Source: an optimization exercise on an open RTL-to-GDS flow (aim: small area). Production flows keep margins and buffers that such runs may drop.
Function was not checked in any run shown here: the RTL went through the layout flow alone.
Power and IR drop assume default switching activity.

==> design.v <==
module kb_keymap (input wire layer, input wire [3:0] c, input wire [2:0] r, output reg [7:0] code);
  wire [15:0] cs = 16'd1 << c; wire [5:0] rs = 6'd1 << r;
  always @(*) begin code = 0;
    code[0] = (cs[0]&((rs[0]|rs[1]|rs[2]|rs[3]|rs[4])))|(cs[1]&((rs[4]|rs[5])|(layer&(rs[0]|rs[3]))))|(cs[2]&((rs[1]|rs[4])|(~layer&(rs[0]))))|(cs[3]&((rs[3])|(layer&(rs[0]))))|(cs[4]&((rs[1]|rs[2]|rs[3]|rs[4])|(~layer&(rs[0]))))|(cs[5]&((rs[2]|rs[4])|(layer&(rs[0]))))|(cs[6]&((rs[1]|rs[3]|rs[4])|(~layer&(rs[0]))))|(cs[7]&((rs[3])|(layer&(rs[0]))))|(cs[8]&((rs[1])|(~layer&(rs[0]))))|(cs[9]&((rs[3]|rs[4])|(layer&(rs[0]))))|(cs[10]&((rs[1]|rs[2]|rs[3]|rs[5])|(~layer&(rs[0]))))|(cs[11]&((rs[1]|rs[2])|(layer&(rs[0]))))|(cs[12]&((~layer&(rs[0]))))|(cs[13]&((rs[2]|rs[4])|(~layer&(rs[5]))))|(cs[14]&((rs[1]|rs[5])|(layer&(rs[0]|rs[4]))))|(cs[15]&((rs[1]|rs[3])));
    code[1] = (cs[0]&((rs[2])))|(cs[1]&((rs[0]|rs[1]|rs[5])|(layer&(rs[3]))))|(cs[2]&((rs[1]|rs[2]|rs[3]|rs[4]|rs[5])|(~layer&(rs[0]))))|(cs[3]&((rs[3])|(~layer&(rs[4]))))|(cs[5]&((rs[1]|rs[2]|rs[3])|(~layer&(rs[0]))))|(cs[6]&((rs[0]|rs[1]|rs[3])))|(cs[7]&((layer&(rs[0]))))|(cs[8]&((rs[3]|rs[4])))|(cs[9]&((rs[1]|rs[2]|rs[3]|rs[4]|rs[5])|(~layer&(rs[0]))))|(cs[10]&((rs[0]|rs[1]|rs[2]|rs[3]|rs[5])))|(cs[11]&((rs[2])|(layer&(rs[0]))))|(cs[12]&((rs[1])|(layer&(rs[5]))))|(cs[13]&((rs[1])|(~layer&(rs[0]))|(layer&(rs[5]))))|(cs[14]&((rs[4])|(~layer&(rs[5]))|(layer&(rs[0]))))|(cs[15]&((rs[0]|rs[1]|rs[2])));
    code[2] = (cs[0]&((rs[1])|(layer&(rs[4]))))|(cs[1]&((rs[1]|rs[2]|rs[4])|(~layer&(rs[3]))|(layer&(rs[0]))))|(cs[2]&((rs[1]|rs[3])))|(cs[3]&((rs[3])|(~layer&(rs[0]|rs[4]))))|(cs[4]&((rs[0]|rs[2])))|(cs[5]&((rs[0]|rs[2]|rs[4])|(~layer&(rs[5]))))|(cs[6]&((rs[0]|rs[2])))|(cs[7]&((rs[1]|rs[3])|(layer&(rs[0]))))|(cs[8]&((rs[1]|rs[2]|rs[3]|rs[4])))|(cs[9]&((rs[1]|rs[3]|rs[4]|rs[5])))|(cs[10]&((rs[1]|rs[5])))|(cs[11]&((rs[1]|rs[2]|rs[3]|rs[5])|(~layer&(rs[0]))))|(cs[12]&((rs[0]|rs[1])))|(cs[13]&((rs[4])|(~layer&(rs[0]))|(layer&(rs[5]))))|(cs[14]&((rs[0]|rs[5])))|(cs[15]&((rs[2]|rs[3])));
    code[3] = (cs[0]&((rs[2]|rs[3])|(~layer&(rs[0]))))|(cs[1]&((rs[0]|rs[1]|rs[4])))|(cs[2]&((rs[1]|rs[2]|rs[4])|(~layer&(rs[0]))))|(cs[3]&((rs[2])|(~layer&(rs[0]))))|(cs[4]&((rs[3]|rs[4])|(~layer&(rs[0]))))|(cs[5]&((rs[3])|(~layer&(rs[0]|rs[5]))))|(cs[6]&((rs[2]|rs[3])|(~layer&(rs[0]))))|(cs[7]&((rs[2]|rs[3])))|(cs[8]&((rs[2]|rs[3])|(layer&(rs[0]))))|(cs[9]&((rs[3])|(layer&(rs[0]))))|(cs[10]&((rs[4])|(layer&(rs[0]))))|(cs[11]&((rs[1]|rs[2])|(layer&(rs[0]))))|(cs[12]&((rs[1])|(layer&(rs[0]|rs[5]))))|(cs[13]&((rs[1]|rs[3])|(layer&(rs[0]|rs[5]))))|(cs[14]&((rs[1]|rs[5])|(~layer&(rs[0]))|(layer&(rs[4]))))|(cs[15]&((rs[1]|rs[2]|rs[3])|(~layer&(rs[0]))));
    code[4] = (cs[0]&((rs[1]|rs[3])))|(cs[1]&((rs[0]|rs[1]|rs[2]|rs[4])))|(cs[2]&((rs[1]|rs[2]|rs[3]|rs[4])|(~layer&(rs[0]))))|(cs[3]&((~layer&(rs[0]))))|(cs[4]&((rs[0]|rs[2]|rs[4])))|(cs[5]&((rs[0]|rs[2])))|(cs[6]&((rs[0]|rs[2]|rs[4])))|(cs[7]&((rs[2]|rs[4])|(layer&(rs[0]))))|(cs[8]&((rs[4])|(layer&(rs[0]))))|(cs[9]&((rs[2]|rs[4])|(layer&(rs[0]))))|(cs[10]&((rs[2]|rs[3]|rs[4])|(layer&(rs[0]))))|(cs[11]&((rs[3])|(layer&(rs[0]))))|(cs[12]&((rs[2])|(~layer&(rs[5]))|(layer&(rs[0]))))|(cs[13]&((rs[2])|(~layer&(rs[5]))))|(cs[14]&((~layer&(rs[4]))));
    code[5] = (cs[0]&((rs[1]|rs[2]|rs[3]|rs[4]|rs[5])|(~layer&(rs[0]))))|(cs[1]&((rs[0]|rs[5])))|(cs[2]&((rs[5])|(~layer&(rs[0]))))|(cs[3]&((rs[1])|(~layer&(rs[0]))))|(cs[4]&((rs[0]|rs[1])))|(cs[5]&((rs[0]|rs[1])|(~layer&(rs[5]))))|(cs[6]&((rs[0]|rs[1])))|(cs[7]&((rs[1])|(layer&(rs[0]))))|(cs[8]&((rs[1]|rs[4])|(layer&(rs[0]))))|(cs[9]&((rs[1]|rs[4]|rs[5])|(layer&(rs[0]))))|(cs[10]&((rs[1]|rs[3]|rs[4]|rs[5])|(layer&(rs[0]))))|(cs[11]&((rs[1]|rs[2]|rs[3]|rs[5])|(layer&(rs[0]))))|(cs[12]&((rs[1]|rs[2])|(layer&(rs[0]))))|(cs[13]&((rs[1]|rs[2]|rs[3]|rs[4])));
    code[6] = (cs[0]&((rs[4]|rs[5])))|(cs[1]&((rs[5])|(layer&(rs[0]))))|(cs[2]&((rs[5])))|(cs[4]&((layer&(rs[0]))))|(cs[5]&((layer&(rs[0]))))|(cs[6]&((layer&(rs[0]))))|(cs[7]&((rs[0])))|(cs[8]&((rs[0])))|(cs[9]&((rs[0]|rs[5])))|(cs[10]&((rs[0]|rs[5])))|(cs[11]&((rs[0]|rs[5])))|(cs[12]&((rs[0]|rs[5])))|(cs[13]&((rs[0]|rs[4]|rs[5])))|(cs[14]&((rs[0]|rs[1]|rs[4]|rs[5])))|(cs[15]&((rs[1]|rs[2]|rs[3])|(~layer&(rs[0]))));
    code[7] = (cs[0]&((rs[4]|rs[5])))|(cs[1]&((rs[5])))|(cs[2]&((rs[5])|(layer&(rs[0]))))|(cs[3]&((layer&(rs[0]))))|(cs[9]&((rs[5])))|(cs[10]&((rs[5])))|(cs[11]&((rs[5])))|(cs[13]&((rs[4])));
  end
endmodule
module kb_core (
    input  wire        clk,
    input  wire        rst,             
    output wire [15:0] col,
    input  wire [5:0]  row,
    output wire        tx_push,
    output wire [63:0] tx_report,
    input  wire        tx_ok,
    input  wire        hreq_valid,
    input  wire        hreq_set,
    input  wire [1:0]  hreq_type,
    input  wire [7:0]  hreq_id,
    input  wire [3:0]  hreq_len,
    input  wire [7:0]  hreq_data,
    output reg         hresp_valid,
    output reg         hresp_err,
    output wire [63:0] hresp_report,
    output reg  [4:0]  leds,
    output wire        boot
);
    reg  [9:0] q;
    reg        scan;
    reg        first;
    reg        booted;
    wire [3:0] c   = q[7:4];
    wire [3:0] sub = q[3:0];
    assign col = (scan && sub >= 4'd3 && sub <= 4'd8) ? (16'd1 << c) : 16'd0;
    wire smp      = scan && sub == 4'd7;
    wire post_end = !scan && (first ? q == 10'd488 : q == 10'd63);
    wire enc_reg  = q[9:7] == 3'b010;
    wire [9:0] inc = scan ? ((sub == 4'd13 && c != 4'd15) ? 10'd5 : 10'd1)
                          : ((enc_reg && q[2:0] == 3'd5) ? 10'd3 : 10'd1);
    always @(posedge clk) begin
        if (rst) begin
            q     <= 10'd2;
            scan  <= 1'b1;
            first <= 1'b1;
        end else if (post_end && !booted) begin
            q     <= 10'd2;
            scan  <= 1'b1;
            first <= 1'b0;
        end else begin
            q <= q + inc;
            if (q == 10'd253) scan <= 1'b0;
        end
    end
    reg  [3:0]  ph;
    reg  [17:0] ring [0:15];
    reg  [5:0]  sb [0:1];           
    reg  [1:0]  pend;
    wire        tap_col_hit = scan ? (ph == c || ph == c - 4'd1) : (ph == 4'd15);
    wire        upd = pend[ph[0]] && tap_col_hit;
    wire [5:0]  x   = sb[ph[0]];
    function [2:0] deb_next(input [2:0] s, input xi, input fi);
        reg diff;
        begin
            diff = xi ^ s[2];
            if (fi) deb_next = {xi, 2'b00};
            else deb_next = {(s[1] && !s[0]) ? xi : s[2], diff && s[0], diff && !s[1]};
        end
    endfunction
    integer i;
    reg [17:0] tap_new;
    always @(*) begin
        for (i = 0; i < 6; i = i + 1)
            tap_new[i*3 +: 3] = upd ? deb_next(ring[15][i*3 +: 3], x[i], first)
                                    : ring[15][i*3 +: 3];
    end
    always @(posedge clk) begin
        ph <= ph + 4'd1;
        ring[0] <= tap_new;
        for (i = 1; i < 16; i = i + 1)
            ring[i] <= ring[i - 1];
        if (smp) sb[c[0]] <= row;
        if (rst) pend <= 2'b00;
        else begin
            if (upd) pend[ph[0]] <= 1'b0;
            if (smp) pend[c[0]] <= 1'b1;
        end
    end
    reg  [2:0] fn;
    always @(posedge clk)
        if (smp && c == 4'd15) fn <= deb_next(fn, row[5], first);
    wire layer = fn[2];
    wire [3:0] ec = q[6:3];
    wire [2:0] er = q[2:0];
    wire [3:0] rs = ph + ~ec;       
    wire [17:0] rcol = ring[rs];
    wire pressed = (er == 3'd0) ? rcol[2]  : (er == 3'd1) ? rcol[5]  :
                   (er == 3'd2) ? rcol[8]  : (er == 3'd3) ? rcol[11] :
                   (er == 3'd4) ? rcol[14] : rcol[17];
    wire run = !scan && !first;
    wire clr = run && q == 10'd255;
    wire enc = run && enc_reg;
    wire [7:0] code;
    kb_keymap u_map (.layer(layer), .c(ec), .r(er), .code(code));
    wire cls_empty = (code == 8'h00);
    wire cls_sent  = (code[7:2] == 6'd0) && !cls_empty;
    wire cls_mod   = (code[7:3] == 5'b11100);
    wire cls_norm  = !cls_empty && !cls_sent && !cls_mod;
    reg  [7:0] slot [0:5];
    reg  [7:0] mods;
    wire [5:0] z;
    genvar g;
    generate for (g = 0; g < 6; g = g + 1) begin : gz
        assign z[g] = (slot[g] == 8'h00);
    end endgenerate
    wire act  = enc && pressed;
    wire roll = act && cls_norm && !z[5];
    wire fill = clr || roll || (act && cls_sent);
    wire [7:0] data = clr ? 8'h00 : roll ? 8'h01 : code;
    always @(posedge clk) begin
        for (i = 0; i < 6; i = i + 1)
            if (fill || (act && cls_norm && z[i] && (i == 0 || !z[i - 1 + (i == 0)])))
                slot[i] <= data;
        if (clr) mods <= 8'h00;
        else if (act && cls_mod) mods <= mods | (8'h01 << code[2:0]);
    end
    wire bootnow = !scan && first && q == 10'd256 && pressed;
    assign boot = booted || bootnow;
    always @(posedge clk) begin
        if (rst) booted <= 1'b0;
        else if (bootnow) booted <= 1'b1;
    end
    reg  [55:0] br;
    reg  [55:0] last;
    reg         bv, lv, nz;
    wire commit = run && q == 10'd386;
    always @(posedge clk) begin
        if (commit) br <= {slot[5], slot[4], slot[3], slot[2], slot[1], slot[0], mods};
        if (tx_push && tx_ok) last <= br;
        if (clr) nz <= 1'b0;
        else if (act && !cls_empty) nz <= 1'b1;
        if (rst) begin
            bv <= 1'b0;
            lv <= 1'b0;
        end else begin
            if (commit) bv <= 1'b1;
            if (tx_push && tx_ok) lv <= 1'b1;
        end
    end
    assign tx_push   = run && q == 10'd387 && (lv ? (br != last) : nz);
    assign tx_report = {br[55:8], 8'h00, br[7:0]};
    reg rset;
    assign hresp_report = (rset || !bv) ? 64'd0 : tx_report;
    always @(posedge clk) begin
        rset        <= hreq_set;
        hresp_valid <= hreq_valid && !rst;
        hresp_err   <= hreq_set ? !(hreq_type == 2'd2 && hreq_id == 8'd0 && hreq_len == 4'd1)
                                : (hreq_type != 2'd1);
        if (rst) leds <= 5'd0;
        else if (hreq_valid && hreq_set && hreq_type == 2'd2 && hreq_id == 8'd0 && hreq_len == 4'd1)
            leds <= hreq_data[4:0];
    end
endmodule
==> run.sh <==
#!/bin/bash
# synth_recipe.tcl (not shown) runs the flow's synth.tcl, then flattens the netlist and writes it again
# the make line also repeats each setting of config.mk as NAME=value (left out here)
make -C /OpenROAD-flow-scripts/flow DESIGN_CONFIG=/design/flow/config.mk WORK_HOME=/design/flow/orfs CLKGATE_MAP_FILE= SYNTH_SCRIPT=/design/flow/synth_recipe.tcl finish
==> config.mk <==
export PLATFORM = sky130hd
export DESIGN_NAME = kb_core
export DESIGN_NICKNAME = kb_core
export VERILOG_FILES = /design/flow/design.v
export SDC_FILE = /design/flow/constraint.sdc
export NUM_CORES = 4
export LEC_CHECK = 0
export ABC_AREA = 1
export CAP_MARGIN = 20
export CORE_MARGIN = 2
export CORE_UTILIZATION = 40
export CTS_BUF_LIST = sky130_fd_sc_hd__clkbuf_4
export SLEW_MARGIN = 20
==> constraint.sdc <==
create_clock -name core_clock -period 10.0 [get_ports {clk}]
set_input_delay 2.0000 -clock core_clock [delete_from_list [all_inputs] [get_ports {clk}]]
set_output_delay 2.0000 -clock core_clock [all_outputs]
set_load 0.01 [all_outputs]
==> Flow_metrics.wiki, run 1 <==
{| class="wikitable"
! Metric !! Value
|-
| Synth-to-layout area growth || 20.94%
|-
| Avg Synthesized Cell Area || 10.82 µm²
|-
| Number of different library cells in the post-synthesis netlist || 68
|-
| Async S/R FF share, synth || 0
|-
| Max rail drop VDD || 0.09873 mV
|-
| Worst slack, placed || 3.289 ns
|-
| Total leakage power || 8.543 nW
|-
| Die outline area || 45330 µm²
|-
| Total chip power || 3.765 mW
|-
| Antenna-violating nets left || 0
|-
| Placed cell count || 2341
|-
| First-pass DRT Iterations || 5
|-
| Syn. warnings || 4
|-
| Outcome || no timing/DRC/antenna violations
|-
| Total congestion overflow || 0
|-
| Clock latency on the worst-skew pair || 0.84 ns
|-
| Number of nets at the end of the flow || 1923
|-
| Final hold viol count || 0
|-
| Routed wirelength normalized by instance count || 17.18 µm
|-
| Pin count of the biggest net entering global routing || 58
|-
| 1st-iter DRT viols || 953
|-
| Worst hold slack || 0.3034 ns
|-
| CTS Sinks || 501
|-
| Number of instances on the worst hold path || 0
|-
| Number of H-tree branching levels || 3
|-
| Placed inst area || 19680 µm²
|-
| IO Count || 186
|-
| CTS tree || built
|-
| Max cap viols || 0
|-
| Utilization after layout || 0.4901
|-
| Clk_skew || 0.07481 ns
|-
| Die Span X || 212.9 µm
|-
| Share of post-route cells with drive strength above 1 || 0.1336
|-
| Minimum period implied by the final worst setup slack || 7.600 ns
|-
| Initial Utilization || 0.4052
|-
| Setup repair bufs after CTS || 0
|-
| Die H || 212.9 µm
|-
| Wirelength, routed || 43620 µm
|-
| Final GP Congestion || 0.8884
|-
| Via-per-instance ratio || 4.785
|-
| Pin slew with the least headroom to its limit || 1.040 ns
|-
| Critical path launch point type || flop
|-
| Site row count || 76
|-
| Global-route wire length before repair || 66400 µm
|-
| Type of the worst setup path || reg -> out
|-
| Vias || 12150
|-
| Flip-flop and latch count after synthesis || 501
|-
| Number of design rule violations left after detail routing || 0
|-
| Number of global-route vias before repair || 11790
|-
| Power density over the cells || 178.3 nW/µm²
|-
| Setup tns final || 0 ns
|-
| Final period utilization || 0.7600
|-
| Highest achievable clock rate || 131.6 MHz
|-
| Arr. time, crit path || 5.60 ns
|-
| Number of antenna violations at the first check in global routing || 1
|-
| Number of I/O port buffers || 166
|-
| Final Cell Area || 21110 µm²
|-
| Final Slew Violations || 0
|-
| Depth of the worst register-to-register path || 19
|-
| Number of enable-type register cells in the synthesized netlist || 175
|-
| Max Buffers Root-to-Sink || 3
|-
| Final setup violation count || 0
|-
| Required time at the worst-slack endpoint || 8.00 ns
|-
| Largest fanout of any net on the critical path || 16
|-
| Post-detailed-placement half-perimeter wirelength || 31600 µm
|-
| Clock slew seen by the registers of the worst setup and hold paths || 0.07 ns
|-
| Count of hold buffers inserted by post-cts repair || 0
|-
| Post-layout worst setup margin || 2.400 ns
|-
| Type of destination of the critical path || output pin
|-
| Fin cells || 2539
|-
| Root cell of the clock tree || sky130_fd_sc_hd__clkbuf_4
|-
| Worst hold path class || reg -> reg
|-
| Worst relative slew slack || 0.2994
|-
| Setup repair after global routing missed its margin || false
|-
| Share of synthesized area occupied by flip-flops and latches || 0.6749
|-
| Post-Syn Area || 17460 µm²
|-
| Number of buffers added by the clock tree synthesis step || 118
|-
| Core area || 43080 µm²
|-
| Main synth FF type || sky130_fd_sc_hd__dfxtp_1
|-
| Post-CTS resize count || 0
|-
| Gr usage total || 0.1934
|-
| Gate Count Post-Synth || 1614
|}
-- cells in the final DEF (no fill, tap or decap), types with 6 or more instances in the layout --
| cell type | n |
|---|---|
| sky130_fd_sc_hd__a21oi_1 | 32 |
| sky130_fd_sc_hd__buf_4 | 6 |
| sky130_fd_sc_hd__clkbuf_4 | 164 |
| sky130_fd_sc_hd__clkdlybuf4s50_1 | 166 |
| sky130_fd_sc_hd__clkinv_1 | 23 |
| sky130_fd_sc_hd__clkinv_2 | 7 |
| sky130_fd_sc_hd__conb_1 | 16 |
| sky130_fd_sc_hd__dfxtp_1 | 326 |
| sky130_fd_sc_hd__edfxtp_1 | 175 |
| sky130_fd_sc_hd__ha_1 | 11 |
| sky130_fd_sc_hd__inv_1 | 143 |
| sky130_fd_sc_hd__inv_2 | 14 |
| sky130_fd_sc_hd__mux2i_1 | 12 |
| sky130_fd_sc_hd__nand2_1 | 258 |
| sky130_fd_sc_hd__nand2_2 | 8 |
| sky130_fd_sc_hd__nand3_1 | 61 |
| sky130_fd_sc_hd__nand4_1 | 37 |
| sky130_fd_sc_hd__nor2_1 | 220 |
| sky130_fd_sc_hd__nor2_2 | 12 |
| sky130_fd_sc_hd__nor2_4 | 11 |
| sky130_fd_sc_hd__nor3_1 | 23 |
| sky130_fd_sc_hd__nor4_1 | 28 |
| sky130_fd_sc_hd__o211ai_1 | 7 |
| sky130_fd_sc_hd__o21ai_0 | 47 |
| sky130_fd_sc_hd__o22ai_1 | 11 |
| sky130_fd_sc_hd__o31ai_1 | 15 |
| sky130_fd_sc_hd__or2_2 | 10 |
| sky130_fd_sc_hd__xnor2_1 | 11 |
| sky130_fd_sc_hd__xor2_1 | 28 |
-- worst max-delay path, cell delays in order, from the launching register on --
cell and delay, ns:
sky130_fd_sc_hd__dfxtp_1 0.71, sky130_fd_sc_hd__inv_2 0.23, sky130_fd_sc_hd__ha_1 0.26, sky130_fd_sc_hd__inv_1 0.07, sky130_fd_sc_hd__fa_1 0.46, sky130_fd_sc_hd__nor2_1 0.58, sky130_fd_sc_hd__inv_1 0.30, sky130_fd_sc_hd__nor2_1 0.34
sky130_fd_sc_hd__nand2_1 0.08, sky130_fd_sc_hd__nand2_1 0.08, sky130_fd_sc_hd__nor2_1 0.04, sky130_fd_sc_hd__nand2_1 0.11, sky130_fd_sc_hd__o21bai_1 0.08, sky130_fd_sc_hd__nand2_1 0.06, sky130_fd_sc_hd__nand2_1 0.05, sky130_fd_sc_hd__nand2_1 0.08
sky130_fd_sc_hd__nand2_2 0.06, sky130_fd_sc_hd__nand2_4 0.12, sky130_fd_sc_hd__and2_2 0.22, sky130_fd_sc_hd__nand4_1 0.12, sky130_fd_sc_hd__nand2_1 0.09, sky130_fd_sc_hd__clkdlybuf4s50_1 0.62
-- state kept, by name, summed over array words and instances (netlist names) --
| name | flops |
|---|---|
| fn | 3 |
| first | 1 |
| leds | 5 |
| sb | 12 |
| rset | 1 |
| slot | 48 |
| q | 10 |
| hresp_err | 1 |
| hresp_valid | 1 |
| nz | 1 |
| bv | 1 |
| booted | 1 |
| pend | 2 |
| ph | 4 |
| lv | 1 |
| br | 56 |
| last | 56 |
| ring | 288 |
| mods | 8 |
| scan | 1 |
-- power breakdown --
group	internal (mW)	total (mW)	switching, mW	leakage (nW)
combinational	0.0384	0.133	0.0943	3.44
clock	0.778	1.52	0.742	0.841
sequential	2.10	2.11	0.00669	4.26
-- routing by layer --
layer / track usage / wire (µm)
met1: 0.2566 / 19790
met2: 0.3108 / 20340
met3: 0.04412 / 2646
met4: 0.06921 / 847
met5: 0 / 0
-- cells in the mapped netlist, types with 15 or more instances --
cell type / count / share of area
sky130_fd_sc_hd__buf_4: 20 / 0.0086
sky130_fd_sc_hd__dfxtp_1: 326 / 0.37
sky130_fd_sc_hd__nand3_1: 61 / 0.017
sky130_fd_sc_hd__nand2_1: 259 / 0.056
sky130_fd_sc_hd__o21ai_0: 47 / 0.013
sky130_fd_sc_hd__nand4_1: 37 / 0.013
sky130_fd_sc_hd__o31ai_1: 15 / 0.0065
sky130_fd_sc_hd__a21oi_1: 32 / 0.0092
sky130_fd_sc_hd__nor2_1: 221 / 0.048
sky130_fd_sc_hd__inv_1: 143 / 0.031
sky130_fd_sc_hd__nor4_1: 28 / 0.010
sky130_fd_sc_hd__nor3_1: 23 / 0.0066
sky130_fd_sc_hd__xor2_1: 28 / 0.014
sky130_fd_sc_hd__edfxtp_1: 175 / 0.30
-- final cells by class --
class / count / area [µm²]
fill: 4017 / 21960
multi-input combinational: 920 / 4845
tap: 585 / 732.0
sequential: 501 / 11780
timing repair buffer: 173 / 1727
clock buffer: 164 / 1231
antenna: 1 / 2.502
clock inverter: 32 / 173.9
inverter: 163 / 619.3
-- path summary, 6_finish.rpt --
check               end  slack (ns)       start
max                boot        2.40        q[3]
min          ring[5][3]        0.30  ring[4][3]
max reg2reg  slot[5][0]        4.92        q[3]
min reg2reg  ring[5][3]        0.30  ring[4][3]
-- cells by family after synthesis --
kind of cell               Yosys count  share of synthesized area
adders and majority gates           13                    0.01018
buffers and inverters              208                    0.05139
DFF                                501                     0.6749
muxes                               12                   0.006882
other                                1                  0.0002148
AOI/OAI and AO/OA                  147                    0.05297
xor gates and xnor gates            40                    0.02050
and+or+nand+nor                    692                     0.1829
==> run 2: changes to the inputs <==
--- a/config.mk
+++ b/config.mk
@@ -11,3 +11,2 @@
 export CORE_UTILIZATION = 40
-export CTS_BUF_LIST = sky130_fd_sc_hd__clkbuf_4
 export SLEW_MARGIN = 20
==> Flow_metrics.wiki, run 2 <==
{| class="wikitable"
! Metric !! Value
|-
| Outcome || no timing/DRC/antenna violations
|-
| Number of design rule violations left after detail routing || 0
|-
| Count of hold buffers inserted by post-cts repair || 0
|-
| Power density over the cells || 188.3 nW/µm²
|-
| Max rail drop VDD || 0.1444 mV
|-
| Type of the worst setup path || reg -> out
|-
| Crit-path slowest cell || sky130_fd_sc_hd__dfxtp_1
|-
| Die Span X || 212.9 µm
|-
| Final Slew Violations || 0
|-
| Type of destination of the critical path || output pin
|-
| Max cap viols || 0
|-
| Commonest non-fill, non-tap cells in the layout || sky130_fd_sc_hd__dfxtp_1, sky130_fd_sc_hd__nand2_1, sky130_fd_sc_hd__nor2_1
|-
| Minimum period implied by the final worst setup slack || 7.354 ns
|-
| Setup repair after global routing missed its margin || false
|-
| Synth top area share || 0.3739
|-
| Arr. time, crit path || 5.35 ns
|-
| Cell type with the largest total area after synthesis || sky130_fd_sc_hd__dfxtp_1
|-
| Number of enable-type register cells in the synthesized netlist || 175
|-
| Flip-flop and latch count after synthesis || 501
|-
| Share of synthesized area occupied by flip-flops and latches || 0.6749
|-
| Routed wirelength normalized by instance count || 17.72 µm
|-
| Count of antenna diodes in the layout || 0
|-
| Setup repair bufs after CTS || 0
|-
| Initial Utilization || 0.4052
|-
| Critical path's most frequent cell || sky130_fd_sc_hd__nand2_1
|-
| Pin count of the biggest net entering global routing || 58
|-
| Pin slew with the least headroom to its limit || 1.067 ns
|-
| Total leakage power || 8.486 nW
|-
| Clock latency on the worst-skew pair || 0.59 ns
|-
| 1st-iter DRT viols || 905
|-
| Post-detailed-placement half-perimeter wirelength || 31600 µm
|-
| Synth-to-layout area growth || 21.98%
|-
| First-pass DRT Iterations || 5
|-
| Die outline area || 45330 µm²
|-
| IO Count || 186
|-
| Post-CTS resize count || 0
|-
| Worst hold path class || reg -> reg
|-
| Worst path top cell family by delay || simple AND/OR/NAND/NOR gates
|-
| Leading post-synthesis cells by instance count || sky130_fd_sc_hd__dfxtp_1, sky130_fd_sc_hd__nand2_1, sky130_fd_sc_hd__nor2_1
|-
| Wirelength, routed || 43070 µm
|-
| Top-count cell post-synth || sky130_fd_sc_hd__dfxtp_1
|-
| Leading cell type in the layout, fill and taps excluded || sky130_fd_sc_hd__dfxtp_1
|-
| Total congestion overflow || 0
|-
| Worst relative slew slack || 0.2814
|-
| Highest achievable clock rate || 136.0 MHz
|-
| Root cell of the clock tree || sky130_fd_sc_hd__clkbuf_16
|-
| Number of H-tree branching levels || 2
|-
| Critical path launch point type || flop
|-
| Largest fanout of any net on the critical path || 16
|-
| CTS Sinks || 501
|-
| Number of nets at the end of the flow || 1853
|-
| Async S/R FF share, synth || 0
|-
| Syn. warnings || 4
|-
| Gate Count Post-Synth || 1614
|-
| Final period utilization || 0.7354
|-
| Clock slew seen by the registers of the worst setup and hold paths || 0.06 ns
|-
| Count of buffering cells on the critical path with inverters included || 4
|-
| Clk_skew || 0.03182 ns
|-
| Vias || 11830
|-
| Gr usage total || 0.1897
|-
| Avg Synthesized Cell Area || 10.82 µm²
|-
| Antenna-violating nets left || 0
|-
| Main synth FF type || sky130_fd_sc_hd__dfxtp_1
|-
| Register bank with the most flops || ring
|-
| Number of antenna violations at the first check in global routing || 0
|-
| Number of buffers added by the clock tree synthesis step || 48
|-
| Max FFs per register || 288
|-
| Core area || 43080 µm²
|-
| Leading post-synthesis cells by cell area || sky130_fd_sc_hd__dfxtp_1, sky130_fd_sc_hd__edfxtp_1, sky130_fd_sc_hd__nand2_1
|-
| Post-Syn Area || 17460 µm²
|-
| Total chip power || 4.010 mW
|-
| Site row count || 76
|-
| Final hold viol count || 0
|-
| Crit-path max cell delay || 0.71 ns
|-
| Via-per-instance ratio || 4.867
|-
| Max Buffers Root-to-Sink || 3
|-
| Die H || 212.9 µm
|-
| Number of global-route vias before repair || 11280
|-
| CTS tree || built
|-
| Final GP Congestion || 0.8884
|-
| Number of different library cells in the post-synthesis netlist || 68
|-
| Setup tns final || 0 ns
|-
| Ordered cell list for the critical path || inv_2, ha_1, inv_1, fa_1, nor2_1, inv_1, nor2_1, nand2_1, nand2_1, nor2_1, nand2_1, o21bai_1, nand2_1, nand2_1, nand2_1, nand2_2, nand2_4, and2_2, nand4_1, nand2_1, clkdlybuf4s50_1
|-
| Utilization after layout || 0.4943
|-
| Required time at the worst-slack endpoint || 8.00 ns
|-
| Number of I/O port buffers || 166
|-
| Global-route wire length before repair || 65300 µm
|-
| Share of post-route cells with drive strength above 1 || 0.08726
|-
| Final setup violation count || 0
|-
| Leading registers by flop count || ring (288), br (56), last (56)
|}
## run 2: worst paths after layout
| check | to | start | slack (ns) | cells after the start |
|---|---|---|---|---|
| worst min register to register | ring[4][7] | ring[3][7] | 0.32 | 0 |
| worst max-delay path | boot | q[3] | 2.65 | 21 |
| worst max register to register | slot[3][0] | q[3] | 4.93 | 19 |
| worst min-delay path | ring[4][7] | ring[3][7] | 0.32 | 0 |
## run 2: routing by layer
layer | GRT usage | part of all wire
met1 | 0.2584 | 0.45
met2 | 0.3081 | 0.47
met3 | 0.03809 | 0.062
met4 | 0.05257 | 0.018
met5 | 0 | 0
## run 2: metrics by stage
step | setup slack (ns) | instance area [µm²] | std cells | hold WS [ns]
4_1_cts | 2.590 | 21270 | 2429 | 0.3170
6_report | 2.646 | 21290 | 2430 | 0.3219
3_3_place_gp | 3.338 | 19680 | 2341 | 0.3100
2_1_floorplan | 5.110 | 17510 | 1629 | 0.3096
5_1_grt | 2.303 | 21290 | 2430 | 0.3186
3_5_place_dp | 3.289 | 19680 | 2341 | 0.3121
## run 2: power breakdown
group | internal [mW] | switching (mW)
Combinational | 0.0384 | 0.0942
Sequential | 2.11 | 0.00668
Clock | 1.01 | 0.752
Total | 3.16 | 0.853
## run 2: cell families after synthesis
kind of cell	Yosys count	share of synthesized area
AOI/OAI and AO/OA	147	0.05297
xor gates and xnor gates	40	0.02050
adders and majority gates	13	0.01018
buffers and inverters	208	0.05139
DFF	501	0.6749
muxes	12	0.006882
other	1	0.0002148
and+or+nand+nor	692	0.1829
## run 2: cell type report
cell class	count	area, µm²
tap	585	732.0
sequential	501	11780
inverter	163	619.3
fill	3922	21780
multi-input combinational	920	4845
clock buffer	68	1400
timing repair buffer	173	1727
clock inverter	20	187.7
==> run 3: changes to the inputs <==
==> flow/run.sh (new file) <==
#!/bin/bash
set -euo pipefail
export BUFFER_PORTS_ARGS="-buffer_cell sky130_fd_sc_hd__buf_1"
bash standard.sh > standard.log 2>&1
==> standard.sh (new file) <==
#!/bin/bash
# synth_recipe.tcl (not shown) runs the flow's synth.tcl, then flattens the netlist and writes it again
# the make line also repeats each setting of config.mk as NAME=value (left out here)
make -C /OpenROAD-flow-scripts/flow DESIGN_CONFIG=/design/flow/config.mk WORK_HOME=/design/flow/orfs CLKGATE_MAP_FILE= SYNTH_SCRIPT=/design/flow/synth_recipe.tcl "${@:-finish}"
removed: run.sh
==> Flow_metrics.wiki, run 3 <==
{| class="wikitable"
! Metric !! Value
|-
| Outcome || no timing/DRC/antenna violations
|-
| Setup repair bufs after CTS || 0
|-
| Count of hold buffers inserted by post-cts repair || 0
|-
| Number of antenna violations at the first check in global routing || 0
|-
| Leading post-synthesis cells by instance count || sky130_fd_sc_hd__dfxtp_1, sky130_fd_sc_hd__nand2_1, sky130_fd_sc_hd__nor2_1
|-
| Die outline area || 45330 µm²
|-
| Worst hold path class || reg -> reg
|-
| IO Count || 186
|-
| Number of buffers added by the clock tree synthesis step || 49
|-
| Leading cell type in the layout, fill and taps excluded || sky130_fd_sc_hd__dfxtp_1
|-
| Commonest non-fill, non-tap cells in the layout || sky130_fd_sc_hd__dfxtp_1, sky130_fd_sc_hd__nand2_1, sky130_fd_sc_hd__nor2_1
|-
| Power density over the cells || 199.5 nW/µm²
|-
| Number of nets at the end of the flow || 1853
|-
| Arr. time, crit path || 4.91 ns
|-
| Wirelength, routed || 41090 µm
|-
| Sw Ratio || 0.2120
|-
| Setup slack of the most critical reg-to-reg path || 5.09 ns
|-
| Gr usage total || 0.1828
|-
| Vias || 11810
|-
| CTS tree || built
|-
| Required time at the worst-slack endpoint || 8.00 ns
|-
| Setup tns final || 0 ns
|-
| Depth of the worst register-to-register path || 18
|-
| Startpoint of the lowest-slack register-to-register path || ph[0]
|-
| Via-per-instance ratio || 4.860
|-
| Reg power frac || 0.522
|-
| CTS Sinks || 501
|-
| Critical path launch point type || flop
|-
| Switching Power || 0.8575 mW
|-
| Clock network fraction of total power || 0.448
|-
| Total chip power || 4.046 mW
|-
| Type of the worst setup path || reg -> out
|-
| Number of I/O port buffers || 166
|-
| Leading registers by flop count || ring (288), br (56), last (56)
|-
| Total congestion overflow || 0
|-
| Pin slew with the least headroom to its limit || 1.001 ns
|-
| Number of enable-type register cells in the synthesized netlist || 175
|-
| Capture instance of the worst register-to-register path || slot[5][0]
|-
| Setup repair after global routing missed its margin || false
|-
| Global-route wire length before repair || 63130 µm
|-
| Number of different library cells in the post-synthesis netlist || 68
|-
| Clock latency on the worst-skew pair || 0.59 ns
|-
| Leading post-synthesis cells by cell area || sky130_fd_sc_hd__dfxtp_1, sky130_fd_sc_hd__edfxtp_1, sky130_fd_sc_hd__nand2_1
|-
| Main synth FF type || sky130_fd_sc_hd__dfxtp_1
|-
| Max cap viols || 0
|-
| Number of global-route vias before repair || 11020
|-
| Clock slew seen by the registers of the worst setup and hold paths || 0.06 ns
|-
| Highest achievable clock rate || 144.8 MHz
|-
| Max FFs per register || 288
|-
| 1st-iter DRT viols || 963
|-
| Gate Count Post-Synth || 1614
|-
| Async S/R FF share, synth || 0
|-
| Clk_skew || 0.02725 ns
|-
| Post-detailed-placement half-perimeter wirelength || 29960 µm
|-
| Number of instances on the worst hold path || 0
|-
| Number of H-tree branching levels || 2
|-
| Final Slew Violations || 0
|-
| Syn. warnings || 4
|-
| Count of antenna diodes in the layout || 0
|-
| Final hold viol count || 0
|-
| Final setup violation count || 0
|-
| Max Buffers Root-to-Sink || 3
|-
| Top-count cell post-synth || sky130_fd_sc_hd__dfxtp_1
|-
| Hold path start || ring[11][10]
|-
| Type of destination of the critical path || output pin
|-
| First-pass DRT Iterations || 5
|-
| Share of post-route cells with drive strength above 1 || 0.08672
|-
| Register bank with the most flops || ring
|-
| Post-Syn Area || 17460 µm²
|-
| Synth-to-layout area growth || 16.20%
|-
| Worst relative slew slack || 0.3306
|-
| Max rail drop VDD || 0.1473 mV
|-
| Part of the total power dissipated in combinational logic || 0.031
|-
| Minimum period implied by the final worst setup slack || 6.905 ns
|-
| Antenna-violating nets left || 0
|-
| Share of synthesized area occupied by flip-flops and latches || 0.6749
|-
| Avg Synthesized Cell Area || 10.82 µm²
|-
| Hold worst-path end || ring[12][10]
|-
| Site row count || 76
|-
| Final period utilization || 0.6905
|-
| Synth top area share || 0.3739
|-
| Number of design rule violations left after detail routing || 0
|-
| Pin count of the biggest net entering global routing || 58
|-
| Beginning of the critical path || ph[0]
|-
| Largest fanout of any net on the critical path || 16
|-
| Initial Utilization || 0.4052
|-
| Total leakage power || 8.087 nW
|-
| Die Span X || 212.9 µm
|-
| Root cell of the clock tree || sky130_fd_sc_hd__clkbuf_16
|-
| Final GP Congestion || 0.8805
|-
| Die H || 212.9 µm
|-
| Post-CTS resize count || 0
|-
| Internal power || 3.188 mW
|-
| Cell type with the largest total area after synthesis || sky130_fd_sc_hd__dfxtp_1
|-
| Core area || 43080 µm²
|-
| Routed wirelength normalized by instance count || 16.91 µm
|-
| Flip-flop and latch count after synthesis || 501
|}
## run 3: cell counts after synthesis
Identical to the previous run, type by type.
## run 3: kinds of logic (layout without fill, tap and decap cells)
logic type | count (synthesis) | count (layout) | share of synthesized area
multiplexers | 12 | 12 | 0.006882
AND/OR/NAND/NOR | 692 | 692 | 0.1829
AO/OA/AOI/OAI | 147 | 147 | 0.05297
XOR/XNOR | 40 | 40 | 0.02050
buffers and inverters | 208 | 424 | 0.05139
adder cells (fa/ha/maj) | 13 | 13 | 0.01018
other | 1 | 16 | 0.0002148
flip-flops | 501 | 501 | 0.6749
## run 3: layer usage
layer | vias up | GRT usage | share of wire
li1 | 5752 | - | -
met1 | 5605 | 0.2517 | 0.46
met2 | 385 | 0.2950 | 0.46
met3 | 68 | 0.03206 | 0.059
met4 | 0 | 0.05570 | 0.021
met5 | - | 0 | 0
## run 3: final cells by class
cell class,instances,area (µm²)
clock buffers,64,1408
inverters,163,619.3
repair buffers,172,668.1
flip-flops and latches,501,11780
fillers,3918,22790
clock inverters,25,230.2
multi-input cells,920,4845
well taps,585,732.0
## run 3: worst max-delay path by stage
| stage | depth (start not counted) | end |
|---|---|---|
| final | 18 | boot |
| after detailed placement | 20 | boot |
| after CTS | 20 | boot |
| after global routing | 19 | boot |
| after floorplan | 21 | boot |
| after global placement | 19 | boot |
## run 3: worst max-delay path: stages (launching register included)
cell and delay (ns):
sky130_fd_sc_hd__dfxtp_1 0.75, sky130_fd_sc_hd__ha_1 0.28, sky130_fd_sc_hd__inv_1 0.06, sky130_fd_sc_hd__fa_1 0.40, sky130_fd_sc_hd__xor2_2 0.57, sky130_fd_sc_hd__inv_2 0.31, sky130_fd_sc_hd__nor2_2 0.34, sky130_fd_sc_hd__nand2_2 0.22
sky130_fd_sc_hd__o21ai_0 0.23, sky130_fd_sc_hd__o21bai_1 0.15, sky130_fd_sc_hd__nand3_1 0.11, sky130_fd_sc_hd__nand2_1 0.09, sky130_fd_sc_hd__nand2_1 0.06, sky130_fd_sc_hd__nand2_2 0.07, sky130_fd_sc_hd__nand2_4 0.09, sky130_fd_sc_hd__and2_2 0.22
sky130_fd_sc_hd__nand4_1 0.09, sky130_fd_sc_hd__nand2_1 0.11, sky130_fd_sc_hd__buf_1 0.15
## run 3: through the flow
| step | instance area, µm² | setup WS (ns) | util | hold slack, ns | std cells |
|---|---|---|---|---|---|
| finish | 20280 | 3.095 | 0.4709 | 0.3207 | 2430 |
| global route | 20280 | 2.645 | 0.4709 | 0.3247 | 2430 |
| CTS | 20280 | 3.082 | 0.4709 | 0.3233 | 2430 |
| detailed placement | 18650 | 3.731 | 0.4328 | 0.3121 | 2341 |
| global placement | 18650 | 3.736 | 0.4328 | 0.3095 | 2341 |
| floorplan | 17510 | 5.110 | - | 0.3096 | 1629 |
## run 3: power groups by stage
stage | registers, mW | clock network, mW | logic, mW
after floorplan | 2.15 | 0 | 0.0870
after global placement | 2.16 | 0 | 0.124
after detailed placement | 2.16 | 0 | 0.122
after CTS | 2.11 | 1.86 | 0.122
after global routing | 2.11 | 1.94 | 0.135
final | 2.11 | 1.81 | 0.124

## afterwards: timing with drivers on the ports
How much do the figures lean on ideal ports? The routed layouts below were timed once more, with nothing changed but the port constraints.
Step 1, drivers: a clkbuf_16 drives clk and a buf_2 each remaining input, both assumed.
Step 2, shift: input delay + t, output delay - t, t = (earliest + latest rising clock arrival at the registers) / 2. This alone moves slack from input paths to output paths.
a / b / c = ideal / step 1 / step 2; a / b = the first two.
| run | t, ns | setup slack, ns | worst hold slack (ns) | worst data-port slew with drivers (ns) | cell pins on the clock port's net |
|---|---|---|---|---|---|
| run 1 | 0.857 | 2.400 / 2.348 / 3.205 | 0.303 / 0.303 / 0.303 | 0.05 | 1 |
| run 2 | 0.633 | 2.646 / 2.592 / 3.225 | 0.322 / 0.322 / 0.322 | 0.05 | 1 |
| run 3 | 0.631 | 3.095 / 3.040 / 3.670 | 0.321 / 0.321 / 0.321 | 0.03 | 1 |
After both steps every run listed still meets setup and hold.
